Background: an optimization exercise with open tools, aiming at small area. Do not read the settings as production practice. In this exercise RTL edits were held to simulation tests only and were not proved equivalent to the original. No activity file was given, so power comes from the tool's default toggle rates.

==> branch pepper: inputs <==
// traccar_fcb
module traccar_fcb (
    input  wire        clk,
    input  wire        rst,       
    input  wire        bus_en,    
    input  wire        bus_we,    
    input  wire [5:0]  addr,      
    input  wire [31:0] wdata,
    output reg  [31:0] rdata
);
    localparam [2:0] ERR_OK          = 3'd0,
                     ERR_TRUNCATED   = 3'd1,
                     ERR_CODEC       = 3'd2,
                     ERR_UNKNOWN_XFR = 3'd3,
                     ERR_CAPACITY    = 3'd4,
                     ERR_ILLEGAL     = 3'd5,
                     ERR_CLOSED      = 3'd6;
    localparam [3:0] S_IDLE    = 4'd0,
                     S_T_LEAD  = 4'd1,
                     S_T_ID    = 4'd2,
                     S_T_MARK  = 4'd3,
                     S_U_HDR   = 4'd5,
                     S_U_IDLEN = 4'd6,
                     S_U_ID    = 4'd7,
                     S_B_CODEC = 4'd8,
                     S_B_COUNT = 4'd9,
                     S_B_BODY  = 4'd10,
                     S_H_DONE  = 4'd11,
                     S_CLOSED  = 4'd12,
                     S_ERROR   = 4'd13;
    localparam [1:0] K_NONE = 2'd0, K_HANDSHAKE = 2'd1, K_DATA = 2'd2;
    localparam [2:0] T_NONE = 3'd0, T_ID = 3'd1, T_TCP = 3'd2, T_UDP = 3'd3, T_IMG = 3'd4;
  ...
clock: 15.0 ns
lec_check: 0
cap_margin: 20
core_margin: 2
core_utilization: 40
cts_cluster_diameter: 100
cts_cluster_size: 20
slew_margin: 20
standard.sh (not shown) runs the stock make flow with config.mk's settings and CLKGATE_MAP_FILE= SYNTH_SCRIPT=/design/flow/synth_recipe.tcl, a recipe that flattens the netlist after the stock synthesis.
==> flow/flow/run.sh <==
#!/bin/bash
# Layout flow: the standard flow (standard synthesis, floorplan, power
# grid, placement, CTS, routing) with two changes:
#  - the port buffers that placement inserts on every input and output are
#    sky130_fd_sc_hd__buf_1 cells;
#  - clock tree synthesis clusters up to 20 sinks within 100 um per leaf
#    buffer and inserts no dummy loads.
# The whole flow's output goes to flow_standard.log in this folder; each ORFS
# step also writes its own log under orfs/logs/.
set -euo pipefail
export BUFFER_PORTS_ARGS="-buffer_cell sky130_fd_sc_hd__buf_1"
export CTS_ARGS="-sink_clustering_enable -repair_clock_nets -sink_clustering_size 20 -sink_clustering_max_diameter 100 -dont_use_dummy_load"
bash standard.sh > flow_standard.log 2>&1
==> branch indigo: changes against branch pepper <==
--- a/flow/design.v
+++ b/flow/design.v
@@ -64,16 +64,17 @@
     reg  [7:0]   p_nrec;
     reg  [31:0]  p_pos;
     reg  [31:0]  r_tid;
     reg  [31:0]  r_off;
     reg  [15:0]  r_rsz;
     reg  [31:0]  r_decl;
     reg          x_active;
     reg          x_complete;
+    reg          x_valid;       
     reg  [31:0]  x_tid;
     reg  [31:0]  x_decl_n;      
     reg  [31:0]  x_woff;
     reg  [31:0]  r_vin;
     reg  [23:0]  r_vcfg;
     reg  [2:0]   r_vout;
     reg  [2:0]   t_kind;
     reg  [31:0]  t_tid;
@@ -269,20 +270,19 @@
         endcase
     end
     wire [7:0] opb_g = opb & {8{e_pbyte}};
     always @(posedge clk)
         rd_addr <= addr;
     always @(posedge clk)
         if (wa_cmd | rst)
             st_err <= err_code & {3{~rst}};
-    wire crc_hold = ~(clr | e_crcinit | e_crcbyte | e_ack);
     always @(posedge clk)
-        crc_acc <= ({16{e_crcbyte}} & crc_step(crc_cur, opb)) | ({16{e_ack}} & crc_cur) |
-                   ({16{crc_hold}} & crc_acc);
+        if (clr | e_crcinit | e_crcbyte | (e_ack & crc_virt))
+            crc_acc <= ({16{e_crcbyte}} & crc_step(crc_cur, opb)) | ({16{e_ack}} & img_crc);
     always @(posedge clk)
         if (clr | e_crcinit | e_crcbyte | e_ack | e_build)
             crc_virt <= e_build;
     always @(posedge clk)
         if (clr | e_pstart | e_pbyte | e_pend)
             p_st <= ({4{e_pstart}} & (w[0] ? S_U_HDR : S_T_LEAD)) |
                     ({4{e_pbyte}}  & p_st_nx) |
                     ({4{e_pend}}   & (p_accept ? S_CLOSED : S_ERROR));
@@ -295,46 +295,41 @@
                       e_pbyte  ? ((p_len16[7:0] != 8'd0 || opb != 8'd0) ? K_HANDSHAKE : K_DATA) :
                                  K_NONE;
     always @(posedge clk)
         if (clr | e_pstart | (e_pbyte & st_bcodc))
             p_ecodec <= e_pbyte & ~codec_known;
     always @(posedge clk)
         if (clr | e_pstart | (e_pbyte & st_bcodc))
             p_have_codec <= e_pbyte;
-    wire ld_len16 = e_pbyte & (st_tlead | (st_uhdr & p_pos[2:1] == 2'd0));
-    wire hd_len16 = ~(clr | e_pstart | ld_len16);
     always @(posedge clk)
-        p_len16 <= ({p_len16[7:0], opb} & {16{ld_len16}}) | (p_len16 & {16{hd_len16}});
-    wire ld_pktid = e_pbyte & st_uhdr & p_pos[2:1] == 2'd1;
-    wire hd_pktid = ~(clr | e_pstart | ld_pktid);
+        if (clr | e_pstart | (e_pbyte & (st_tlead | (st_uhdr & p_pos[2:1] == 2'd0))))
+            p_len16 <= {p_len16[7:0] & {8{e_pbyte}}, opb_g};
     always @(posedge clk)
-        p_pktid <= ({p_pktid[7:0], opb} & {16{ld_pktid}}) | (p_pktid & {16{hd_pktid}});
+        if (clr | e_pstart | (e_pbyte & st_uhdr & p_pos[2:1] == 2'd1))
+            p_pktid <= {p_pktid[7:0] & {8{e_pbyte}}, opb_g};
     always @(posedge clk)
         if (clr | e_pstart | (e_pbyte & st_uhdr & p_pos[2:0] == 3'd4))
             p_ptype <= opb_g;
     always @(posedge clk)
         if (clr | e_pstart | (e_pbyte & st_uhdr & p_pos[2:0] == 3'd5))
             p_locid <= opb_g;
-    wire ld_idlen = e_pbyte & ((st_tlead & p_pos[0]) | st_uidln);
-    wire hd_idlen = ~(clr | e_pstart | ld_idlen);
     always @(posedge clk)
-        p_idlen <= ({st_tlead ? p_len16[7:0] : p_idlen[7:0], opb} & {16{ld_idlen}}) |
-                   (p_idlen & {16{hd_idlen}});
+        if (clr | e_pstart | (e_pbyte & ((st_tlead & p_pos[0]) | st_uidln)))
+            p_idlen <= {(st_tlead ? p_len16[7:0] : p_idlen[7:0]) & {8{e_pbyte}}, opb_g};
     wire cn_ld  = e_pbyte & (st_tlead | st_uidln) & p_pos[0];
     wire cn_dec = e_pbyte & st_idb;
     wire [7:0] cn_ld_hi = st_tlead ? p_len16[7:0] : p_idlen[7:0];
-    wire hd_codec = ~(clr | e_pstart | (e_pbyte & st_bcodc) | cn_ld | cn_dec | (e_pend & st_idb));
-    wire hd_nrec  = ~(clr | e_pstart | (e_pbyte & st_bcnt) | cn_ld | cn_dec | (e_pend & st_idb));
     always @(posedge clk)
-        p_codec <= (opb & {8{(e_pbyte & st_bcodc) | cn_ld}}) | (p_cn_dec[7:0] & {8{cn_dec}}) |
-                   (p_codec & {8{hd_codec}});
+        if (clr | e_pstart | (e_pbyte & st_bcodc) | cn_ld | cn_dec | (e_pend & st_idb))
+            p_codec <= (opb & {8{(e_pbyte & st_bcodc) | cn_ld}}) | (p_cn_dec[7:0] & {8{cn_dec}});
     always @(posedge clk)
-        p_nrec <= (opb & {8{e_pbyte & st_bcnt}}) | (cn_ld_hi & {8{cn_ld}}) |
-                  (p_cn_dec[15:8] & {8{cn_dec}}) | (p_nrec & {8{hd_nrec}});
+        if (clr | e_pstart | (e_pbyte & st_bcnt) | cn_ld | cn_dec | (e_pend & st_idb))
+            p_nrec <= (opb & {8{e_pbyte & st_bcnt}}) | (cn_ld_hi & {8{cn_ld}}) |
+                      (p_cn_dec[15:8] & {8{cn_dec}});
     wire [31:0] p_pos_inc;
     wire [32:0] p_pos_c;
     assign p_pos_c[0] = e_pbyte;
     generate for (gi = 0; gi < 32; gi = gi + 1) begin : g_pos
         assign p_pos_inc[gi] = p_pos[gi] ^ p_pos_c[gi];
         assign p_pos_c[gi+1] = p_pos[gi] & p_pos_c[gi];
     end endgenerate
     always @(posedge clk)
@@ -349,51 +344,54 @@
         if (clr | wa_vin)
             r_vin <= wd_g & 32'hFFFF_FF0F;
     always @(posedge clk)
         if (clr | wa_vcfg)
             r_vcfg <= wd_g[23:0] | ({24{clr}} & 24'h020103);
     always @(posedge clk)
         if (clr | e_vcheck)
             r_vout <= {3{e_vcheck}} & {v_corr, v_emit, v_valid | v_corr};
-    wire        x_valid = x_active | x_complete;
+    wire [31:0] woff_nx = x_sum & {32{e_xchunk}};
     wire [15:0] rsz_x   = ({16{e_xinit}} & x_init_size) | ({16{e_xbuild}} & x_next_size);
-    wire [31:0] off_x   = x_sum & {32{e_xbuild}};
-    wire hd_off = ~(clr | wa_off | e_xinit | e_xbuild);
     always @(posedge clk)
-        r_off <= (wdata & {32{wa_off}}) | off_x | (r_off & {32{hd_off}});
-    wire hd_rsz = ~(clr | wa_rsz | e_xinit | e_xbuild);
+        if (clr | wa_off | e_xinit | e_xbuild)
+            r_off <= (wdata & {32{wa_off}}) | woff_nx;
     always @(posedge clk)
-        r_rsz <= (wdata[15:0] & {16{wa_rsz}}) | rsz_x | (r_rsz & {16{hd_rsz}});
-    wire hd_woff = ~(clr | e_xinit | e_xchunk);
+        if (clr | wa_rsz | e_xinit | e_xbuild)
+            r_rsz <= (wdata[15:0] & {16{wa_rsz}}) | rsz_x;
     always @(posedge clk)
-        x_woff <= (x_sum & {32{e_xchunk}}) | (x_woff & {32{hd_woff}});
+        if (clr | e_xinit | e_xchunk)
+            x_woff <= woff_nx;
     always @(posedge clk)
         if (clr | e_xinit | e_xdone) begin
             x_active   <= e_xinit;
             x_complete <= e_xdone;
         end
     always @(posedge clk)
+        if (clr | e_xinit)
+            x_valid <= e_xinit;
+    always @(posedge clk)
         if (e_xinit) begin
             x_tid    <= r_tid;
             x_decl_n <= ~r_decl;
         end
     always @(posedge clk)
         if (clr | e_ack | e_build | e_xdone)
             t_kind <= e_build ? T_IMG :
                       ~e_ack  ? T_NONE :
                       c_idack ? T_ID : c_tcpack ? T_TCP : T_UDP;
     always @(posedge clk)
         if (e_build)
             t_tid <= r_tid;
     always @(posedge clk)
-        t_off <= (r_off & {32{e_img}}) | off_x | (t_off & {32{~e_build}});
+        if (e_build)
+            t_off <= (r_off & {32{e_img}}) | woff_nx;
     always @(posedge clk)
-        t_size <= (wdata[15:0] & {16{e_ack}}) | (r_rsz & {16{e_img}}) | rsz_x |
-                  (t_size & {16{~(e_build | e_ack)}});
+        if (e_build | e_ack)
+            t_size <= (wdata[15:0] & {16{e_ack}}) | (r_rsz & {16{e_img}}) | rsz_x;
     wire tk_id  = (t_kind == T_ID);
     wire tk_tcp = (t_kind == T_TCP);
     wire tk_udp = (t_kind == T_UDP);
     wire tk_img = (t_kind == T_IMG);
     reg [31:0] tx_word;
     always @(*) begin
         tx_word = 32'd0;
         case (rd_addr[2:0])
==> flow/run.sh (new file) <==
#!/bin/bash
# synth_recipe.tcl (not shown) runs the flow's synth.tcl, then flattens the netlist and writes it again
# the make line also repeats each setting of config.mk as NAME=value (left out here)
make -C /OpenROAD-flow-scripts/flow DESIGN_CONFIG=/design/flow/config.mk WORK_HOME=/design/flow/orfs CLKGATE_MAP_FILE= SYNTH_SCRIPT=/design/flow/synth_recipe.tcl finish
removed: flow/flow/run.sh
removed: flow/standard.sh
==> branch juniper: changes against branch pepper <==
--- a/flow/design.v
+++ b/flow/design.v
@@ -64,16 +64,17 @@
     reg  [7:0]   p_nrec;
     reg  [31:0]  p_pos;
     reg  [31:0]  r_tid;
     reg  [31:0]  r_off;
     reg  [15:0]  r_rsz;
     reg  [31:0]  r_decl;
     reg          x_active;
     reg          x_complete;
+    reg          x_valid;       
     reg  [31:0]  x_tid;
     reg  [31:0]  x_decl_n;      
     reg  [31:0]  x_woff;
     reg  [31:0]  r_vin;
     reg  [23:0]  r_vcfg;
     reg  [2:0]   r_vout;
     reg  [2:0]   t_kind;
     reg  [31:0]  t_tid;
@@ -349,17 +350,16 @@
         if (clr | wa_vin)
             r_vin <= wd_g & 32'hFFFF_FF0F;
     always @(posedge clk)
         if (clr | wa_vcfg)
             r_vcfg <= wd_g[23:0] | ({24{clr}} & 24'h020103);
     always @(posedge clk)
         if (clr | e_vcheck)
             r_vout <= {3{e_vcheck}} & {v_corr, v_emit, v_valid | v_corr};
-    wire        x_valid = x_active | x_complete;
     wire [15:0] rsz_x   = ({16{e_xinit}} & x_init_size) | ({16{e_xbuild}} & x_next_size);
     wire [31:0] off_x   = x_sum & {32{e_xbuild}};
     wire hd_off = ~(clr | wa_off | e_xinit | e_xbuild);
     always @(posedge clk)
         r_off <= (wdata & {32{wa_off}}) | off_x | (r_off & {32{hd_off}});
     wire hd_rsz = ~(clr | wa_rsz | e_xinit | e_xbuild);
     always @(posedge clk)
         r_rsz <= (wdata[15:0] & {16{wa_rsz}}) | rsz_x | (r_rsz & {16{hd_rsz}});
@@ -367,16 +367,19 @@
     always @(posedge clk)
         x_woff <= (x_sum & {32{e_xchunk}}) | (x_woff & {32{hd_woff}});
     always @(posedge clk)
         if (clr | e_xinit | e_xdone) begin
             x_active   <= e_xinit;
             x_complete <= e_xdone;
         end
     always @(posedge clk)
+        if (clr | e_xinit)
+            x_valid <= e_xinit;
+    always @(posedge clk)
         if (e_xinit) begin
             x_tid    <= r_tid;
             x_decl_n <= ~r_decl;
         end
     always @(posedge clk)
         if (clr | e_ack | e_build | e_xdone)
             t_kind <= e_build ? T_IMG :
                       ~e_ack  ? T_NONE :
==> flow/run.sh (new file) <==
#!/bin/bash
# synth_recipe.tcl (not shown) runs the flow's synth.tcl, then flattens the netlist and writes it again
# the make line also repeats each setting of config.mk as NAME=value (left out here)
make -C /OpenROAD-flow-scripts/flow DESIGN_CONFIG=/design/flow/config.mk WORK_HOME=/design/flow/orfs CLKGATE_MAP_FILE= SYNTH_SCRIPT=/design/flow/synth_recipe.tcl finish
removed: flow/flow/run.sh
removed: flow/standard.sh
==> branch tundra: changes against branch pepper <==
==> flow/run.sh (new file) <==
#!/bin/bash
# synth_recipe.tcl (not shown) runs the flow's synth.tcl, then flattens the netlist and writes it again
# the make line also repeats each setting of config.mk as NAME=value (left out here)
make -C /OpenROAD-flow-scripts/flow DESIGN_CONFIG=/design/flow/config.mk WORK_HOME=/design/flow/orfs CLKGATE_MAP_FILE= SYNTH_SCRIPT=/design/flow/synth_recipe.tcl finish
removed: flow/flow/run.sh
removed: flow/standard.sh
==> impl_metrics.csv <==
group,metric,value,unit
global_routing,grt_usage,38.9,%
pwr,cellLeakagePower,11.0,nW
synth,synth-compound-area-share,15.7,%
die,start_util,40.3,%
global_routing,antenna_found_initial,15,
run_status,status,"finished clean",
(the above is from branch juniper)
==> impl_metrics.csv <==
group,metric,value,unit
global_routing,grt_pass1_vias,20200,
global_routing,grt_usage,34.6,%
synth,synth-simple-area-share,11.9,%
global_routing,antenna_found_initial,7,
pwr,cellLeakagePower,11.8,nW
run_status,status,"finished clean",
cells_and_area,fillers,6301,
(the above is from branch indigo)
==> impl_metrics.csv <==
group,metric,value,unit
pwr,cellLeakagePower,10.9,nW
die,start_util,40.2,%
run_status,status,"finished clean",
global_routing,antenna_found_initial,5,
synth,synth-compound-area-share,14.7,%
detailed_routing,vias_per_cell,6.61,
(the above is from branch pepper)
==> impl_metrics.csv <==
group,metric,value,unit
global_routing,grt_usage,35.6,%
die,start_util,40.2,%
run_status,status,"finished clean",
global_routing,antenna_found_initial,9,
pwr,cellLeakagePower,11.2,nW
synth,synth-compound-area-share,14.7,%
(the above is from branch tundra)

## port drivers added, routing unchanged
In the flow no input, the clock included, has a driving cell. The finished layouts below were timed again as built, in two steps.
Step 1 (the two cells are an assumption about what drives the block):
set clk [get_ports {clk}]
set_driving_cell -lib_cell sky130_fd_sc_hd__clkbuf_16 $clk
set_driving_cell -lib_cell sky130_fd_sc_hd__buf_2 [delete_from_list [all_inputs] $clk]
Step 2 moves the port delays by t, midway between the first and last clock arrival at a register: inputs arrive t later, outputs are due t later. That takes back most of the time a late clock gives input paths.
Slacks: no drivers / after step 1 / after step 2; pairs: no drivers / after step 1.
| run | t (ns) | slack for setup (ns) | worst setup path at the end | worst data-port slew with drivers (ns) |
|---|---|---|---|---|
| branch pepper | 0.676 | 2.046 / 2.081 / 1.405 | input to register | 0.06 |
| branch indigo | 0.692 | 2.031 / 2.073 / 1.381 | input to register | 0.04 |
| branch juniper | 0.697 | 1.868 / 1.903 / 1.206 | input to register | 0.04 |
| branch tundra | 0.694 | 1.790 / 1.832 / 1.138 | input to register | 0.04 |
After both steps every run listed still meets setup and hold. For branch juniper, which loses most, drivers alone change the setup slack by +0.035 ns; drivers and shift together by -0.662 ns.
